This design comes from an exercise in tuning for small area, a short achievable clock period and few clock cycles on the open sky130 flow, not from production work. RTL that was checked went through simulation tests only; none was proved equivalent to the original. No activity file was given, so power comes from the tool's default toggle rates.

== P ==
Design box_blur_engine, start of the top module:
module box_blur_engine (
    input  wire        clk,
    input  wire        rst,
    input  wire        reg_wr,
    input  wire [2:0]  reg_addr,
    input  wire [31:0] reg_wdata,
    output reg  [31:0] reg_rdata,
    output reg         mem_req,
    output reg         mem_we,
    output reg  [15:0] mem_addr,
    output reg  [7:0]  mem_wdata,
    input  wire        mem_ack,
    input  wire [7:0]  mem_rdata,
    output reg         snap_req,
    output reg         snap_we,
    output reg  [13:0] snap_addr,
    output reg  [7:0]  snap_wdata,
    input  wire        snap_ack,
    input  wire [7:0]  snap_rdata
);
clock: 13.0 ns
lec_check: 0
cap_margin: 20
core_margin: 2
core_utilization: 40
setup_slack_margin: 5
slew_margin: 20
run.sh (not shown) runs the stock make flow with config.mk's settings and CLKGATE_MAP_FILE= SYNTH_SCRIPT=/design/flow/synth_recipe.tcl, a recipe that flattens the netlist after the stock synthesis.
Testbench counts of P, summed over its fixed seeds: cycles 104,857.
Input-level comparison between R and P:
--- a/flow/design.v
+++ b/flow/design.v
@@ -113,60 +113,59 @@
     end
     reg  [16:0] rd_off;         
     reg  [15:0] wr_off;         
     reg  [1:0]  rd_ch;          
     reg  [2:0]  oc;             
     reg         slot;           
     reg         hv;             
     wire        rd_more = (rd_off < buf_len[16:0]);
     wire [2:0]  oc_n    = oc + {2'd0, (mem_req & mem_ack & !mem_we)} - {2'd0, (mem_req & mem_ack & mem_we)};
     wire [7:0]  wsel    = (op_gray && wr_off[1:0] != 2'd0) ? res : post_out;
     wire [16:0] rd_nxt  = rd_off + ((rd_off[1:0] == 2'd2) ? 17'd2 : 17'd1);
     wire [15:0] wr_nxt  = wr_off + ((wr_off[1:0] == 2'd2) ? 16'd2 : 16'd1);
-    wire [11:0] rc_c   = (|param[30:12]) ? 12'hfff : param[11:0];  
-    wire [12:0] hm1_c  = height[12:0] - 13'd1;
-    reg  [11:0] rc;             
-    reg         fast;           
-    reg  [12:0] wm1, hm1;
+    wire [11:0] rc   = (|param[30:12]) ? 12'hfff : param[11:0];    
+    wire        fast = ~|param[30:2];                               
     reg  [11:0] bx, by;         
     reg  [1:0]  bch;            
     reg  [12:0] cu;             
     reg  [13:0] colp;           
     reg  [15:0] colq;           
     reg  [15:0] prow;           
     reg  [13:0] row_y0;         
     reg  [12:0] ba;             
     reg  [1:0]  ras;            
     reg  [2:0]  rap;            
     reg  [15:0] outp;           
     reg  [19:0] S;
     reg  [10:0] C;
     reg  [12:0] N;
     reg  [10:0] dl0, dl1, dl2, dl3, dl4, dl5, dl6;
     reg         subm;           
     reg         rstart;         
     reg  [2:0]  p_left;         
     reg  [15:0] pix_a;          
     reg         p_first;        
     reg  [12:0] s_left;         
     reg         s_first;        
     reg         sv_left;        
     reg  [7:0]  hb;             
+    wire [12:0] wm1  = width[12:0] - 13'd1;
+    wire [12:0] hm1  = height[12:0] - 13'd1;
     wire [15:0] w4   = {2'b00, width[11:0], 2'b00};
     wire [12:0] cu1  = cu + 13'd1;
-    wire        cu1_in  = (cu < wm1);
-    wire        cu1_rs  = (cu < {1'b0, rc});
+    wire        cu1_in  = (cu1 <= wm1);
+    wire        cu1_rs  = (cu1 <= {1'b0, rc});
     wire        bx_ge   = ({1'b0, bx} >= {1'b0, rc});           
     wire        by_ge   = ({1'b0, by} >= {1'b0, rc});
-    wire        y_grow  = ({1'b0, by} + {1'b0, rc} < hm1);
+    wire        y_grow  = ({2'b0, by} + {2'b0, rc} + 14'd2 <= {1'b0, height[12:0]});
     wire [12:0] ba_n    = ba + (y_grow ? 13'd1 : 13'd0) - (by_ge ? 13'd1 : 13'd0);
     wire [1:0]  ras_n   = ras + (by_ge ? 2'd0 : 2'd1);
     wire [2:0]  rap_n   = rap - (y_grow ? 3'd0 : 3'd1);
     wire        last_x  = ({1'b0, bx} == wm1);
     wire        last_y  = ({1'b0, by} == hm1);
     wire        last_p  = last_x && last_y && (bch == 2'd2);
     wire [13:0] colp4   = colp + 14'd4;
     wire [15:0] colq4   = colq + 16'd4;
     wire [13:0] colsub  = colp - {rc[10:0], 3'b100};             
     wire        row_chg = (bch == 2'd2);
     wire [13:0] row_y0n = (row_chg && by_ge) ? (row_y0 + w4[13:0]) : row_y0;
     wire [15:0] prow_n  = row_chg ? (prow + w4) : prow;
@@ -363,49 +362,45 @@
                     bch    <= 2'd0;
                     cu     <= 13'd0;
                     colp   <= 14'd0;
                     colq   <= buf_base[15:0];
                     prow   <= buf_base[15:0];
                     outp   <= buf_base[15:0];
                     row_y0 <= 14'd0;
                     rstart <= 1'b1;
                     subm   <= 1'b0;
                     S      <= 20'd0;
                     C      <= 11'd0;
                     N      <= 13'd0;
-                    rc     <= rc_c;
-                    fast   <= (param[30:2] == 29'd0);
-                    wm1    <= width[12:0] - 13'd1;
-                    hm1    <= hm1_c;
-                    ba     <= (hm1_c < {1'b0, rc_c}) ? height[12:0] : ({1'b0, rc_c} + 13'd1);
+                    ba     <= (hm1 < {1'b0, rc}) ? height[12:0] : ({1'b0, rc} + 13'd1);
                     ras    <= 2'd0;
-                    rap    <= (hm1_c < {1'b0, rc_c}) ? height[2:0] : ({1'b0, rc_c[1:0]} + 3'd1);
+                    rap    <= (hm1 < {1'b0, rc}) ? height[2:0] : ({1'b0, rc[1:0]} + 3'd1);
                     p_left <= 3'd0;
                     p_first <= 1'b1;
                     s_first <= 1'b1;
                     sv_left <= 1'b0;
                     if (!len_ok)
                         finish(4'd5);
                     else if (buf_bad)
                         finish(4'd6);
                     else if (snap_bad)
                         finish(4'd7);
                     else if (buf_len[16:0] == 17'd0)
                         finish(4'd0);
                     else if (op_blur) begin
                         if (param[30:0] == 31'd0 || (width[12:0] == 13'd1 && height[12:0] == 13'd1))
                             finish(4'd0);
-                        else if (param[30:2] == 29'd0) begin
+                        else if (fast) begin
                             state   <= S_BRD;
-                            p_left  <= (hm1_c < {1'b0, rc_c}) ? height[2:0] : ({1'b0, rc_c[1:0]} + 3'd1);
+                            p_left  <= (hm1 < {1'b0, rc}) ? height[2:0] : ({1'b0, rc[1:0]} + 3'd1);
                             pix_a   <= buf_base[15:0];
                             s_left  <= 13'd0;
                             sv_left <= 1'b1;
                         end else begin
                             state    <= S_CP;
                             mem_req  <= 1'b1;
                             mem_we   <= 1'b0;
                             mem_addr <= buf_base[15:0];
                             rd_off   <= 17'd1;
                         end
                     end else begin
                         state <= S_PT;
Notes after the runs:
STATUS minimum clock period: R loses against P. Of the two values seen for standard cell with the maximum stage delay on the critical path, sky130_fd_sc_hd__o31a_1 was produced by R and sky130_fd_sc_hd__dlygate4sd2_1 by P. R vs P: antenna diode count up. Comparing R and P, final period utilization is lower on P. On count of vias placed by the detailed router, R does worse than P. Fmax: R below P. Clock net sink count went down by a few percent going from P to R. Initial core utilization: higher on R. The lower proportion of power drawn by flip-flops and latches came out of R.
No functional check of the RTL was part of R.

## re-timing with driven ports
The flow's constraints put no driver on any port. The routed layouts listed below were extracted and timed again, unchanged, in two steps. Step 1, drivers: a clkbuf_16 drives clk and a buf_2 each remaining input, both assumed. Step 2 times the ports against the registers' clock, not the clock port: input delays grow and output delays shrink by t, the midpoint of the rising clock arrivals with the driver on. Slacks: no drivers / after step 1 / after step 2; pairs: no drivers / after step 1.
run	shift t [ns]	slack for setup (ns)	worst setup path at the end	latest minus earliest clock arrival (ns)	cell pins on the clock port's net
P	0.807	5.160 / 5.136 / 4.391	input to register	0.088 / 0.087	1
R	0.786	4.459 / 4.459 / 4.459	register to register	0.075 / 0.075	1
After both steps setup and hold are still met in every run listed. For P, which loses most, drivers alone change the setup slack by -0.024 ns; drivers and shift together by -0.769 ns.
